Background: an optimization exercise with open tools, aiming at small area, a short achievable clock period and few clock cycles per item. Do not read the settings as production practice.
RTL that was checked went through simulation tests only; none was proved equivalent to the original.
Power and IR drop assume default switching activity.

## s8b_decoder
module s8b_decoder (
    input  wire        clk,
    input  wire        rst,
    input  wire        in_valid,
    output wire        in_ready,
    input  wire [63:0] in_word,
    output wire        out_valid,
    input  wire        out_ready,
    output wire [31:0] out_data,
    output wire        out_last,
    output wire [5:0]  out_width,
    output wire        err
);
    function s8b_pen;
        input [3:0] s;
        input [5:0] sh;
        case (s)
            4'd2: s8b_pen = (sh == 6'd58);
            4'd3: s8b_pen = (sh == 6'd56);
            4'd4: s8b_pen = (sh == 6'd54);
            4'd5: s8b_pen = (sh == 6'd52);
            4'd6: s8b_pen = (sh == 6'd50);
            4'd7: s8b_pen = (sh == 6'd48);
            4'd8: s8b_pen = (sh == 6'd42);
            4'd9: s8b_pen = (sh == 6'd40);
            4'd10: s8b_pen = (sh == 6'd40);
            4'd11: s8b_pen = (sh == 6'd36);
            4'd12: s8b_pen = (sh == 6'd30);
            4'd13: s8b_pen = (sh == 6'd20);
            4'd14: s8b_pen = (sh == 6'd0);
            default: s8b_pen = 1'b0;
        endcase
    endfunction
    reg        ov;           
    reg [31:0] od;           
    reg        ol;           
    reg [3:0]  maxsel;       
    reg        err_r;
    reg        bad_r;        
    reg        done_r;       
    reg        ht_r;         
    reg        first_r;      
    reg        last_r;       
    reg [5:0]  shamt;        
    reg [6:0]  pos;          
    wire [3:0] sel     = in_word[63:60];
    wire       sel_lo  = ~|sel[3:1];                     
    wire       sel_15  = &sel;
    wire       big     = |in_word[59:32];
    wire       bad_now = sel_lo || (sel_15 && big);      
    wire [3:0] sgt    = sel & ~maxsel;
    wire [3:0] seq    = ~(sel ^ maxsel);
    wire       sel_gt = sgt[3] | (seq[3] & (sgt[2] | (seq[2] & (sgt[1] | (seq[1] & sgt[0])))));
  ...
For scale: roughly 460 cells after synthesis, ~57 flip-flops, ~110 I/O pins, about 0.0038 sq mm of cells after synthesis.
clock: 7.5 ns
lec_check: 0
abc_area: 1
cap_margin: 20
core_margin: 2
core_utilization: 55
setup_slack_margin: 4.0
slew_margin: 20
standard.sh (not shown) runs the stock make flow with config.mk's settings and CLKGATE_MAP_FILE= SYNTH_SCRIPT=/design/flow/synth_recipe.tcl, a recipe that flattens the netlist after the stock synthesis.
==> flow/flow/run.sh <==
#!/bin/bash
# Own layout flow: the standard ORFS flow with two changes.
#  1. Synthesis is the standard one (synth_recipe.tcl, same passes, same
#     registers); only the ABC script that maps the combinational logic to
#     cells is replaced by flow/abc.script (area-oriented mapping without the
#     buffering/upsizing passes of ORFS's script; timing is repaired later by
#     the standard flow as usual).
#     Yosys's full-adder extraction is skipped too (ADDER_MAP_FILE empty), so
#     ABC maps the adders along with the rest.
#  2. Port buffers are the smallest buffer (buf_1) instead of ORFS's default
#     pick; every port still gets its buffer, and repair upsizes them as needed.
# Each step's full output goes to a log file in this folder (and ORFS's own
# logs under orfs/logs/).
set -euo pipefail
W=$(pwd)
rm -rf "$W/scripts_own"
cp -r "$FLOW_HOME/scripts" "$W/scripts_own"
cp "$W/flow/abc.script" "$W/scripts_own/abc_area.script"
cp "$W/flow/abc.script" "$W/scripts_own/abc_speed.script"
bash standard.sh SCRIPTS_DIR="$W/scripts_own" ADDER_MAP_FILE= synth > "$W/run_synth.log" 2>&1
bash standard.sh "BUFFER_PORTS_ARGS=-buffer_cell sky130_fd_sc_hd__buf_1" finish > "$W/run_layout.log" 2>&1
==> flow/flow/abc.script <==
strash
ifraig
dc2
dc2
strash
&get -n
&dch -f
&nf -R 1000
&put
topo
==> next run, changes <==
--- a/flow/design.v
+++ b/flow/design.v
@@ -32,39 +32,38 @@
             default: s8b_pen = 1'b0;
         endcase
     endfunction
     reg        ov;           
     reg [31:0] od;           
     reg        ol;           
     reg [3:0]  maxsel;       
     reg        err_r;
-    reg        bad_r;        
     reg        done_r;       
     reg        ht_r;         
     reg        first_r;      
     reg        last_r;       
     reg [5:0]  shamt;        
     reg [6:0]  pos;          
     wire [3:0] sel     = in_word[63:60];
     wire       sel_lo  = ~|sel[3:1];                     
     wire       sel_15  = &sel;
     wire       big     = |in_word[59:32];
     wire       bad_now = sel_lo || (sel_15 && big);      
     wire [3:0] sgt    = sel & ~maxsel;
     wire [3:0] seq    = ~(sel ^ maxsel);
     wire       sel_gt = sgt[3] | (seq[3] & (sgt[2] | (seq[2] & (sgt[1] | (seq[1] & sgt[0])))));
     wire can_load = !ov || out_ready;
-    assign in_ready = ht_r || (can_load && last_r);
+    wire rd_ok = first_r || iv_r;
+    assign in_ready = ht_r || (can_load && last_r && rd_ok);
     wire take = in_valid && in_ready;
-    wire adv  = can_load && in_valid && !ht_r;
-    wire good = in_valid && !ht_r && !(first_r && bad_now);
-    wire err_nx  = err_r || (take && (bad_r || (first_r && bad_now)));
-    wire bad_nx  = bad_r || (adv && first_r && bad_now && !take);
-    wire done_nx = (done_r && !take) || (adv && first_r && sel_15 && !take);
+    wire adv  = can_load && in_valid && !ht_r && rd_ok;
+    wire good = in_valid && !ht_r && rd_ok && !(first_r && bad_now);
+    wire err_nx  = err_r || (take && (first_r || done_r) && bad_now);
+    wire done_nx = (done_r && !take) || (adv && first_r && (sel_15 || sel_lo) && !take);
     reg [31:0] field;
     wire [38:0] lsh5;
     assign lsh5[0] = shamt[5] ? in_word[32] : in_word[0];
     assign lsh5[1] = shamt[5] ? in_word[33] : in_word[1];
     assign lsh5[2] = shamt[5] ? in_word[34] : in_word[2];
     assign lsh5[3] = shamt[5] ? in_word[35] : in_word[3];
     assign lsh5[4] = shamt[5] ? in_word[36] : in_word[4];
     assign lsh5[5] = shamt[5] ? in_word[37] : in_word[5];
@@ -424,18 +423,39 @@
         (maxsel == 4'd8) ? 6'd7 :
         (maxsel == 4'd9) ? 6'd8 :
         (maxsel == 4'd10) ? 6'd10 :
         (maxsel == 4'd11) ? 6'd12 :
         (maxsel == 4'd12) ? 6'd15 :
         (maxsel == 4'd13) ? 6'd20 :
         (maxsel == 4'd14) ? 6'd30 :
         6'd60;
-    wire [5:0] sh_nx  = shamt + b;
-    wire       pen_nx = s8b_pen(sel, shamt);
+    reg  [3:0] sel_r;
+    reg        iv_r;
+    always @(posedge clk) begin
+        sel_r <= sel;
+        iv_r  <= in_valid;
+    end
+    wire [5:0] b_r =
+        (sel_r == 4'd2) ? 6'd1 :
+        (sel_r == 4'd3) ? 6'd2 :
+        (sel_r == 4'd4) ? 6'd3 :
+        (sel_r == 4'd5) ? 6'd4 :
+        (sel_r == 4'd6) ? 6'd5 :
+        (sel_r == 4'd7) ? 6'd6 :
+        (sel_r == 4'd8) ? 6'd7 :
+        (sel_r == 4'd9) ? 6'd8 :
+        (sel_r == 4'd10) ? 6'd10 :
+        (sel_r == 4'd11) ? 6'd12 :
+        (sel_r == 4'd12) ? 6'd15 :
+        (sel_r == 4'd13) ? 6'd20 :
+        (sel_r == 4'd14) ? 6'd30 :
+        6'd60;
+    wire [5:0] sh_nx  = first_r ? b : shamt + b_r;
+    wire       pen_nx = first_r ? (sel == 4'd14) : s8b_pen(sel_r, shamt);
     assign out_valid = ov;
     assign out_data  = od;
     assign out_last  = ol;
     assign out_width = wdec;
     assign err       = err_r;
     always @(posedge clk) begin
         if (can_load)
             od <= value;
@@ -443,28 +463,26 @@
             ol     <= (pos == 7'd127);
             maxsel <= (pos == 7'd0 || sel_gt) ? sel : maxsel;
         end
     end
     always @(posedge clk) begin
         if (rst) begin
             ov      <= 1'b0;
             err_r   <= 1'b0;
-            bad_r   <= 1'b0;
             done_r  <= 1'b0;
             ht_r    <= 1'b0;
             first_r <= 1'b1;
             last_r  <= 1'b0;
             shamt   <= 6'd0;
             pos     <= 7'd0;
         end else begin
             err_r  <= err_nx;
-            bad_r  <= bad_nx;
             done_r <= done_nx;
-            ht_r   <= err_nx || bad_nx || done_nx;
+            ht_r   <= err_nx || done_nx;
             if (can_load)
                 ov <= good;
             if (adv)
                 pos <= pos + 7'd1;
             if (take) begin
                 first_r <= 1'b1;
                 shamt   <= 6'd0;
             end else if (adv) begin
Final area goes down by 2.3%.
Total power goes down by 3.7%.
Synthesized cell count goes up by 4.6%.
Via count goes up by 1.5%.
Routed wire length goes down by 2.9%.
Function was not checked in any run of this note: the RTL went through the layout flow alone.

---

Setup of run a:
s8b_decoder, a different RTL version from the one above (not shown whole).
Size in the first run: ~63 flip-flops, ~110 I/O pins.
export LEC_CHECK = 0
export ABC_AREA = 1
export CAP_MARGIN = 20
export CORE_MARGIN = 2
export CORE_UTILIZATION = 55
export SETUP_SLACK_MARGIN = 4.0
export SLEW_MARGIN = 20
create_clock -name core_clock -period 7.5 [get_ports {clk}]
Scripts as last shown in full above: flow/flow/run.sh, flow/flow/abc.script
Testbench counts of run a, summed over its fixed seeds: cycles 25,005, items 24,576.
The following lists how run b was set up differently from run a:
--- a/flow/design.v
+++ b/flow/design.v
@@ -33,14 +33,15 @@
         endcase
     endfunction
     reg        ov;           
     reg [31:0] od;           
     reg        ol;           
     reg [3:0]  maxsel;       
     reg        err_r;
+    reg        bad_r;        
     reg        done_r;       
     reg        ht_r;         
     reg        first_r;      
     reg        last_r;       
     reg [5:0]  shamt;        
     reg [6:0]  pos;          
     wire [3:0] sel     = in_word[63:60];
@@ -48,22 +49,21 @@
     wire       sel_15  = &sel;
     wire       big     = |in_word[59:32];
     wire       bad_now = sel_lo || (sel_15 && big);      
     wire [3:0] sgt    = sel & ~maxsel;
     wire [3:0] seq    = ~(sel ^ maxsel);
     wire       sel_gt = sgt[3] | (seq[3] & (sgt[2] | (seq[2] & (sgt[1] | (seq[1] & sgt[0])))));
     wire can_load = !ov || out_ready;
-    wire rd_ok = first_r || iv_r;
-    reg ra_r, r3_r;
-    assign in_ready = ra_r || (r3_r && out_ready);
+    assign in_ready = ht_r || (can_load && last_r);
     wire take = in_valid && in_ready;
-    wire adv  = can_load && in_valid && !ht_r && rd_ok;
-    wire good = in_valid && !ht_r && rd_ok && !(first_r && bad_now);
-    wire err_nx  = err_r || (take && (first_r || done_r) && bad_now);
-    wire done_nx = (done_r && !take) || (adv && first_r && (sel_15 || sel_lo) && !take);
+    wire adv  = can_load && in_valid && !ht_r;
+    wire good = in_valid && !ht_r && !(first_r && bad_now);
+    wire err_nx  = err_r || (take && (bad_r || (first_r && bad_now)));
+    wire bad_nx  = bad_r || (adv && first_r && bad_now && !take);
+    wire done_nx = (done_r && !take) || (adv && first_r && sel_15 && !take);
     reg [31:0] field;
     wire [38:0] lsh5;
     assign lsh5[0] = shamt[5] ? in_word[32] : in_word[0];
     assign lsh5[1] = shamt[5] ? in_word[33] : in_word[1];
     assign lsh5[2] = shamt[5] ? in_word[34] : in_word[2];
     assign lsh5[3] = shamt[5] ? in_word[35] : in_word[3];
     assign lsh5[4] = shamt[5] ? in_word[36] : in_word[4];
@@ -426,19 +426,16 @@
         (maxsel == 4'd10) ? 6'd10 :
         (maxsel == 4'd11) ? 6'd12 :
         (maxsel == 4'd12) ? 6'd15 :
         (maxsel == 4'd13) ? 6'd20 :
         (maxsel == 4'd14) ? 6'd30 :
         6'd60;
     reg  [3:0] sel_r;
-    reg        iv_r;
-    always @(posedge clk) begin
-        sel_r <= sel;
-        iv_r  <= in_valid;
-    end
+    always @(posedge clk)
+        if (adv) sel_r <= sel;
     wire [5:0] b_r =
         (sel_r == 4'd2) ? 6'd1 :
         (sel_r == 4'd3) ? 6'd2 :
         (sel_r == 4'd4) ? 6'd3 :
         (sel_r == 4'd5) ? 6'd4 :
         (sel_r == 4'd6) ? 6'd5 :
         (sel_r == 4'd7) ? 6'd6 :
@@ -461,41 +458,30 @@
         if (can_load)
             od <= value;
         if (adv) begin
             ol     <= (pos == 7'd127);
             maxsel <= (pos == 7'd0 || sel_gt) ? sel : maxsel;
         end
     end
-    wire ov_nx    = can_load ? good : ov;
-    wire first_nx = take || (first_r && !adv);
-    wire last_nx  = adv ? ((pos == 7'd126) || (!take && pen_nx)) : last_r;
-    wire lr_nx    = last_nx && (first_nx || in_valid);
-    always @(posedge clk) begin
-        if (rst) begin
-            ra_r <= 1'b0;
-            r3_r <= 1'b0;
-        end else begin
-            ra_r <= err_nx || done_nx || (lr_nx && !ov_nx);
-            r3_r <= lr_nx && ov_nx;
-        end
-    end
     always @(posedge clk) begin
         if (rst) begin
             ov      <= 1'b0;
             err_r   <= 1'b0;
+            bad_r   <= 1'b0;
             done_r  <= 1'b0;
             ht_r    <= 1'b0;
             first_r <= 1'b1;
             last_r  <= 1'b0;
             shamt   <= 6'd0;
             pos     <= 7'd0;
         end else begin
             err_r  <= err_nx;
+            bad_r  <= bad_nx;
             done_r <= done_nx;
-            ht_r   <= err_nx || done_nx;
+            ht_r   <= err_nx || bad_nx || done_nx;
             if (can_load)
                 ov <= good;
             if (adv)
                 pos <= pos + 7'd1;
             if (take) begin
                 first_r <= 1'b1;
                 shamt   <= 6'd0;
==> comparison <==
- Timing, DRC, antenna: 0 failures across run a and run b
- Delta (run b minus run a): critical path depth fell 6; core utilization of the finished layout rose 1.5 points; proportion of power drawn by combinational gates rose 0.3 points; area of all placed cells without fillers rose 2.2%; count of clock-buffer cells in the layout fell 1.
No functional check of the RTL was part of run b.

==> separate check: timing with driven ports <==
The results above use ideal ports. As a check the final layouts listed here were re-extracted and re-timed, cells and wires unchanged. Step 1 sets driving cells, clkbuf_16 on the clock port and buf_2 on the other inputs (assumed; they add their load-dependent delay and slew). Step 2, shift: input delay + t, output delay - t, t = (earliest + latest rising clock arrival at the registers) / 2. This alone moves slack from input paths to output paths. Three values: no drivers, after step 1, after step 2; two values: the first two.
run	t (ns)	setup WS [ns]	worst hold slack (ns)	slew at the worst register clock pin (ns)	cell pins on the clock port's net
the first run of note 1	0.380	3.773 / 3.741 / 3.361	0.486 / 0.486 / 0.486	0.08 / 0.08	1
the second run of note 1	0.380	3.858 / 3.825 / 3.797	0.483 / 0.483 / 0.483	0.09 / 0.09	1
run a	0.382	4.101 / 4.101 / 3.791	0.501 / 0.501 / 0.501	0.08 / 0.08	1
run b	0.369	3.941 / 3.901 / 3.725	0.474 / 0.474 / 0.474	0.08 / 0.08	1
After both steps setup and hold are still met in every run listed. The setup slack of the first run of note 1, which loses most, moves by -0.032 ns with the drivers and by -0.412 ns with both steps.
